This design comes from an exercise in tuning for small area, a short achievable clock period and few clock cycles per item on the open sky130 flow, not from production work.
In this exercise RTL edits were held to simulation tests only and were not proved equivalent to the original.

<file path="run.sh">
#!/bin/bash
# synth_recipe.tcl (not shown) runs the flow's synth.tcl, then flattens the netlist and writes it again
# the make line also repeats each setting of config.mk as NAME=value (left out here)
make -C /OpenROAD-flow-scripts/flow DESIGN_CONFIG=/design/flow/config.mk WORK_HOME=/design/flow/orfs CLKGATE_MAP_FILE= SYNTH_SCRIPT=/design/flow/synth_recipe.tcl finish
</file>
<file path="config.mk">
export PLATFORM = sky130hd
export DESIGN_NAME = hsv_unit
export DESIGN_NICKNAME = hsv_unit
export VERILOG_FILES = /design/flow/design.v
export SDC_FILE = /design/flow/constraint.sdc
export NUM_CORES = 4
export LEC_CHECK = 0
export CAP_MARGIN = 20
export CORE_MARGIN = 2
export CORE_UTILIZATION = 40
export SLEW_MARGIN = 20
</file>
<file path="constraint.sdc">
create_clock -name core_clock -period 110.0 [get_ports {clk}]
set_input_delay 22.0000 -clock core_clock [delete_from_list [all_inputs] [get_ports {clk}]]
set_output_delay 22.0000 -clock core_clock [all_outputs]
set_load 0.01 [all_outputs]
</file>
<file path="design.v">
module fwd (
    input  wire [7:0] r, g, b,
    output wire [7:0] h, s, v
);
    wire c_rg = r >= g;
    wire c_rb = r >= b;
    wire c_gb = g >= b;
    wire sel_r = c_rg & c_rb;
    wire sel_g = !sel_r & c_gb;
    wire [7:0] vmax = sel_r ? r : (sel_g ? g : b);
    wire [7:0] vmin = (!c_rg & !c_rb) ? r : (c_gb ? b : g);
    reg  [7:0] mid;
    reg        pos;
    reg  [9:0] base;
    always @(*) begin
        if (sel_r) begin
            mid = c_gb ? g : b; pos = c_gb; base = c_gb ? 10'd0 : 10'd768;
        end else if (sel_g) begin
            mid = c_rb ? r : b; pos = !c_rb; base = 10'd256;
        end else begin
            mid = c_rg ? r : g; pos = c_rg; base = 10'd512;
        end
    end
    wire [7:0] d = vmax - vmin;
    wire [7:0] e = mid - vmin;
    wire dz = (d == 8'd0);
    reg [8:0] sr;
    reg [7:0] sq;
    reg [8:0] st;
    wire [7:0] lb = 8'd0 - d;
    integer i;
    always @(*) begin
        sr = {1'b0, d - 8'd1};
        for (i = 7; i >= 0; i = i - 1) begin
            st = {sr[7:0], lb[i]};
            if (st >= {1'b0, vmax}) begin
                sr = st - {1'b0, vmax}; sq[i] = 1'b1;
            end else begin
                sr = st; sq[i] = 1'b0;
            end
        end
    end
    wire [9:0] s_r2 = {sr, 1'b0};
    wire s_up = (s_r2 > {2'b0, vmax}) || ((s_r2 == {2'b0, vmax}) && sq[0]);
    wire [7:0] s_v = sq + {7'd0, s_up};
    reg [8:0] hr;
    reg [7:0] hq;
    reg [8:0] ht;
    integer j;
    always @(*) begin
        hr = {1'b0, e};
        for (j = 7; j >= 0; j = j - 1) begin
            ht = (j == 7) ? hr : {hr[7:0], 1'b0};
            if (ht >= {1'b0, d}) begin
                hr = ht - {1'b0, d}; hq[j] = 1'b1;
            end else begin
                hr = ht; hq[j] = 1'b0;
            end
        end
    end
    wire       rnz = (hr[7:0] != 8'd0);
    wire [9:0] nn  = pos ? base + {2'b0, hq} : base - {2'b0, hq} - {9'd0, rnz};
    wire [9:0] q3  = nn / 10'd3;
    wire [1:0] m3  = nn % 10'd3;
    wire [8:0] rr2 = {hr[7:0], 1'b0};
    wire gt = pos ? (rr2 > {1'b0, d}) : (rnz && (rr2 < {1'b0, d}));
    wire eq = rnz && (rr2 == {1'b0, d});
    wire h_up = (m3 == 2'd2) || ((m3 == 2'd1) && (gt || (eq && q3[0])));
    wire [7:0] h_v = q3[7:0] + {7'd0, h_up};
    assign h = dz ? 8'd0 : h_v;
    assign s = dz ? 8'd0 : s_v;
    assign v = vmax;
endmodule
module satsc (
    input  wire [7:0]  s,
    input  wire [31:0] w,
    output wire [7:0]  s2
);
    wire [7:0]  ex = w[30:23];
    wire        lo = ex < 8'd118;
    wire        hi = ex > 8'd134;
    wire [4:0]  k  = ex[4:0] - 5'd22;            
    wire [31:0] pr = s * {1'b1, w[22:0]};
    wire [47:0] sh = {16'd0, pr} << k;
    wire [7:0]  iv = sh[39:32];
    wire        ov = |sh[47:40];
    wire        rb = sh[31];
    wire        st = |sh[30:0];
    wire        up = rb & (st | iv[0]);
    wire        sat = ov | ((iv == 8'hff) & up);
    assign s2 = lo ? 8'd0 : (hi ? {8{|s}} : (sat ? 8'hff : iv + {7'd0, up}));
endmodule
module inv (
    input  wire [7:0] h, s, v,
    output reg  [7:0] r, g, b
);
    wire [9:0] h3 = {h, 1'b0} + {2'b0, h};
    wire [2:0] i  = h3[9:7];
    wire [6:0] f  = h3[6:0];
    wire [15:0] P = v * s;
    wire [7:0]  pa = P / 16'd255;
    wire [7:0]  pb = P % 16'd255;
    wire [7:0]  p  = v - pa - {7'd0, pb >= 8'd128};
    wire [7:0]  w  = i[0] ? {1'b0, f} : 8'd128 - {1'b0, f};
    wire [23:0] M  = P * w;
    wire [7:0]  xa = M / 24'd32640;
    wire [14:0] xb = M % 24'd32640;
    wire [7:0]  x0 = v - xa;
    wire        dn = (xb > 15'd16320) || ((xb == 15'd16320) && x0[0]);
    wire [7:0]  x  = x0 - {7'd0, dn};
    always @(*) begin
        if (s == 8'd0) begin
            r = v; g = v; b = v;
        end else begin
            case (i)
                3'd0:    begin r = v; g = x; b = p; end
                3'd1:    begin r = x; g = v; b = p; end
                3'd2:    begin r = p; g = v; b = x; end
                3'd3:    begin r = p; g = x; b = v; end
                3'd4:    begin r = x; g = p; b = v; end
                default: begin r = v; g = p; b = x; end
            endcase
        end
    end
endmodule
module core (
    input  wire [1:0]  op,
    input  wire        order,
    input  wire [31:0] sat,
    input  wire [7:0]  p0, p1, p2,
    output wire [7:0]  o0, o1, o2
);
    wire [7:0] r = order ? p2 : p0;
    wire [7:0] b = order ? p0 : p2;
    wire [7:0] fh, fs, fv;
    fwd u_f (.r(r), .g(p1), .b(b), .h(fh), .s(fs), .v(fv));
    wire [7:0] s2;
    satsc u_s (.s(fs), .w(sat), .s2(s2));
    wire op1 = op == 2'd1;
    wire [7:0] ih = op1 ? p0 : fh;
    wire [7:0] is = op1 ? p1 : s2;
    wire [7:0] iv = op1 ? p2 : fv;
    wire [7:0] ir, ig, ib;
    inv u_i (.h(ih), .s(is), .v(iv), .r(ir), .g(ig), .b(ib));
    wire byp = (op == 2'd2) && (sat == 32'h3F800000);
    wire [7:0] rr = byp ? r : ir;
    wire [7:0] bb = byp ? b : ib;
    wire [7:0] gg = byp ? p1 : ig;
    assign o0 = (op == 2'd0) ? fh : (order ? bb : rr);
    assign o1 = (op == 2'd0) ? fs : gg;
    assign o2 = (op == 2'd0) ? fv : (order ? rr : bb);
endmodule
module hsv_unit (
    input  wire        clk,
    input  wire        rst,
    input  wire        in_valid,
    output wire        in_ready,
    input  wire [1:0]  in_op,
    input  wire        in_order,
    input  wire [31:0] in_sat,
    input  wire [7:0]  in_p0,
    input  wire [7:0]  in_p1,
    input  wire [7:0]  in_p2,
    output reg         out_valid,
    input  wire        out_ready,
    output reg  [7:0]  out_p0,
    output reg  [7:0]  out_p1,
    output reg  [7:0]  out_p2
);
    reg  stall;
    reg  v0, v1, sv;
    wire adv  = !stall;
    assign in_ready = adv;
    wire acc  = in_valid & adv;
    wire enq  = adv & v1;
    wire deq  = out_valid & out_ready;
    wire [1:0] n_now  = {1'b0, out_valid} + {1'b0, sv};
    wire [1:0] n_next = n_now + {1'b0, enq} - {1'b0, deq};
    reg [1:0]  a_op;
    reg        a_ord;
    reg [31:0] a_sat;
    reg [7:0]  a_p0, a_p1, a_p2;
    always @(posedge clk) begin
        if (adv) begin
            a_op <= in_op; a_ord <= in_order; a_sat <= in_sat;
            a_p0 <= in_p0; a_p1 <= in_p1; a_p2 <= in_p2;
        end
    end
    wire [7:0] r = a_ord ? a_p2 : a_p0;
    wire [7:0] b = a_ord ? a_p0 : a_p2;
    wire [7:0] fh, fs, fv, s2;
    fwd   u_f (.r(r), .g(a_p1), .b(b), .h(fh), .s(fs), .v(fv));
    satsc u_s (.s(fs), .w(a_sat), .s2(s2));
    wire op0 = (a_op == 2'd0);
    wire op1 = (a_op == 2'd1);
    wire byp = (a_op == 2'd2) && (a_sat == 32'h3F800000);
    wire [7:0] t0 = op1 ? a_p0 : (byp ? a_p0 : fh);
    wire [7:0] t1 = op1 ? a_p1 : (byp ? a_p1 : (op0 ? fs : s2));
    wire [7:0] t2 = op1 ? a_p2 : (byp ? a_p2 : fv);
    reg  [7:0] b_t0, b_t1, b_t2;
    reg        b_inv, b_ord;
    always @(posedge clk) begin
        if (adv) begin
            b_t0 <= t0; b_t1 <= t1; b_t2 <= t2;
            b_inv <= !op0 && !byp; b_ord <= a_ord;
        end
    end
    wire [7:0] ir, ig, ib;
    inv u_i (.h(b_t0), .s(b_t1), .v(b_t2), .r(ir), .g(ig), .b(ib));
    wire [7:0] y0 = b_inv ? (b_ord ? ib : ir) : b_t0;
    wire [7:0] y1 = b_inv ? ig : b_t1;
    wire [7:0] y2 = b_inv ? (b_ord ? ir : ib) : b_t2;
    reg [7:0] k0, k1, k2;
    always @(posedge clk) begin
        if (rst) begin
            v0 <= 1'b0; v1 <= 1'b0; sv <= 1'b0; out_valid <= 1'b0; stall <= 1'b0;
        end else begin
            if (adv) begin
                v0 <= acc; v1 <= v0;
            end
            out_valid <= (n_next != 2'd0);
            sv        <= (n_next == 2'd2);
            stall     <= (n_next == 2'd2);
        end
        if (!out_valid || deq) begin
            if (sv) begin
                out_p0 <= k0; out_p1 <= k1; out_p2 <= k2;
            end else begin
                out_p0 <= y0; out_p1 <= y1; out_p2 <= y2;
            end
        end
        if (enq) begin
            k0 <= y0; k1 <= y1; k2 <= y2;
        end
    end
endmodule
</file>
==> qor.yml <==
route:
  drt_wl_total_um: 103000
  ant_nets: 0
  drt_iter0_drc: 2501
  detail_route.wl_per_cell_um: 18.6
  vias: 32160
  route.detailed.drc: 0
  viasPerCell: 5.77
  first_pass_iters: 6
floorplan:
  dieArea_um2: 91900
  die-width_um: 303
  core_um2: 88500
  rows: 109
  start_util_pct: 40.4
  ios: 89
  die_h_um: 303
synth:
  syn_inst: 4408
  synth_cell_types: 127
  yosys-top-cells-count: "nand2_1, inv_1, ha_1"
  avgSynthCellArea_um2: 8.12
  async_reset_ff_share_pct: 0
  yosysTopAreaCellShare_pct: 14.9
  syn-num-nets: 5080
  yosys_warnings: 3
  seq_area_frac_synth_pct: 11.4
  ys_ff_latch: 137
  yosys-top-cells-area: "fa_1, ha_1, edfxtp_1, xnor2_1, nand2_1"
  ys.flop_type: "edfxtp_1"
  synth_edf_count: 133
  synth_area_leader_cell: "fa_1"
  synth_most_common_cell: "nand2_1"
  synth_area_um2: 35800
grt:
  grt_pass1_wl_um: 167000
  groute.usage.overall_pct: 22.5
  globalRouteOverflowTotal: 0
  grt_max_degree: 64
  grt_pass1_vias: 31428
  antenna_found_initial: 0
placement:
  portBuffers: 88
  dp_hpwl_um: 82800
  place_congestion: 0.944
  post_dp_cell_area_um2: 37900
sta:
  fin_crit_sh_pct: 35.8
  slew_violations: 0
  min_period_ps: 39330
  skew_ps: 18.4
  fmax_mhz: 25.4
  rsz0062_at_grt: "no"
  setup_viol: 0
  hold_violations: 0
  worst_pin_slew_ps: 1020
  fin_tns_setup_ps: 0
  maxSlewHeadroom_pct: 32.2
clock_tree:
  root_buffer: "clkbuf_16"
  post_cts_buffers: 0
  ctsResizeCount: 0
  clock_path_buffers: 2
  cts_max_level: 4
  cts_sinks: 137
  cts_hold_buf: 0
  cts_tree: "built"
  worst_skew_pair.late_latency_ps: 490
  cts_buffers: 17
  clkTransAtPathRegs_ps: 70
critical_path:
  cp.required_ps: 110200
  worstPathMaxFanout: 26
  worst_path_most_repeated_cell: "a21oi_1"
  cp-start-kind: "flop"
  cp_slowest_cell: "ha_1"
  crit_type: "flop to flop"
  critPathMaxStageDelay_ps: 690
  arrival_ps: 39530
  critPathCaptureType: "flop"
finish:
  final_area_um2: 38600
  multi_input_comb_area_um2: 29500
  nNetsFinal: 5071
  n_antenna_cell: 0
  drive_above_1_share_pct: 6.71
  areaGrowthSynthToFinish_pct: 7.72
  fillerInstances: 8854
  seqCellArea_um2: 4070
hold_path:
  hold_path_class: "flop to flop"
outcome:
  outcome: "complete, no violations"
flow_run:
  cap_violations: 0
through the flow:
| step | setup slack, ps | util (%) | hold slack (ps) | instances |
|---|---|---|---|---|
| floorplan | 74950 | - | 437 | 4408 |
| global placement | 71360 | 42.8 | 496 | 5544 |
| detailed placement | 70810 | 42.8 | 490 | 5544 |
| CTS | 70720 | 43.5 | 518 | 5576 |
| global route | 67110 | 43.6 | 559 | 5577 |
| finish | 70670 | 43.6 | 520 | 5577 |
sequential cells by signal, summed over array words and instances, names as in the netlist, 2 cells and up:
name    cells
a_op        2
a_p0        8
a_p1        8
a_p2        8
a_sat      32
b_t0        8
b_t1        8
b_t2        8
k0          8
k1          8
k2          8
out_p0      8
out_p1      8
out_p2      8
worst max-delay path, delay by kind of cell (launching register included):
kind	cells	cell delay [ps]
AO/OA/AOI/OAI	84	18280
XOR/XNOR	2	370
adder cells (fa/ha/maj)	25	8350
AND/OR/NAND/NOR	37	5970
multiplexers	9	3100
flip-flops	1	650
buffers and inverters	13	2240
area by class of cell:
cell class,count,area share [%]
inverter,417,4.07
clock inverter,15,0.471
sequential,137,10.6
timing repair buffer,144,3.43
tap,1165,3.78
multi-input combinational,3682,76.6
clock buffer,17,1.10
path summary, 6_finish.rpt:
| check | depth (start not counted) | endpoint | slack (ps) | start |
|---|---|---|---|---|
| min | 2 | v0 | 520 | v0 |
| min reg2reg | 2 | v0 | 520 | v0 |
| max | 170 | b_t1[6] | 70670 | a_ord |
| max reg2reg | 170 | b_t1[6] | 70670 | a_ord |
logic make-up (layout without fill, tap and decap cells):
group                      Yosys count  after routing  share of synthesized area [%]
AOI/OAI and AO/OA                 1135           1135                           21.2
xor gates and xnor gates           295            295                           7.38
muxes                              240            240                           7.12
adders and majority gates          628            628                           27.4
buffers and inverters              589            593                           6.29
DFF                                137            137                           11.4
and+or+nand+nor                   1384           1384                           19.2
layer usage:
layer | vias up | share of wire [%] | track usage (%)
met4 | 0 | 2.1 | 5.79
li1 | 15661 | - | -
met1 | 15564 | 46 | 30.2
met3 | 118 | 4.5 | 2.43
met5 | - | 0 | 0
met2 | 817 | 48 | 38.6
placed cells by master, fill, tap and decap left out, types with 19 or more instances in the layout:
cell type	n
a211oi_1	33
a21o_1	97
a21oi_1	298
a22oi_1	20
a31oi_1	51
and2_1	113
and3_1	89
buf_4	55
clkdlybuf4s50_1	88
edfxtp_1	133
fa_1	267
ha_1	342
inv_1	401
mux2_2	81
mux2i_1	150
nand2_1	433
nand2b_1	59
nand3_1	71
nand4_1	39
nor2_1	302
nor2b_1	35
nor3_1	88
nor4_1	26
o211ai_1	25
o21a_1	37
o21ai_0	210
o21ai_1	30
o21bai_1	55
o22ai_1	32
o31ai_1	28
or2_2	22
or3_1	19
xnor2_1	211
xor2_1	78
Testbench counts, summed over its fixed seeds: cycles 32,024, pixels 32,000.

==> static timing again, ports no longer ideal <==
No port has a modelled driver above. Below, the same layout with a new extraction and two added sets of constraints.
Step 1: set_driving_cell puts a clkbuf_16 on clk and a buf_2 on each other input, an assumption about the parent block.
Step 2 moves the port delays by t, midway between the first and last clock arrival at a register: inputs arrive t later, outputs are due t later. That takes back most of the time a late clock gives input paths.
Slacks: no drivers / after step 1 / after step 2; pairs: no drivers / after step 1.
t, ns: 0.540
setup slack, ns: 70.674 / 70.674 / 70.674
worst hold slack (ns): 0.520 / 0.520 / 0.520
latest minus earliest clock arrival (ns): 0.018 / 0.018
worst data-port slew with drivers (ns): 0.07
After both steps setup and hold are still met in this run. The setup slack of this run moves by 0.000 ns with the drivers and by 0.000 ns with both steps.
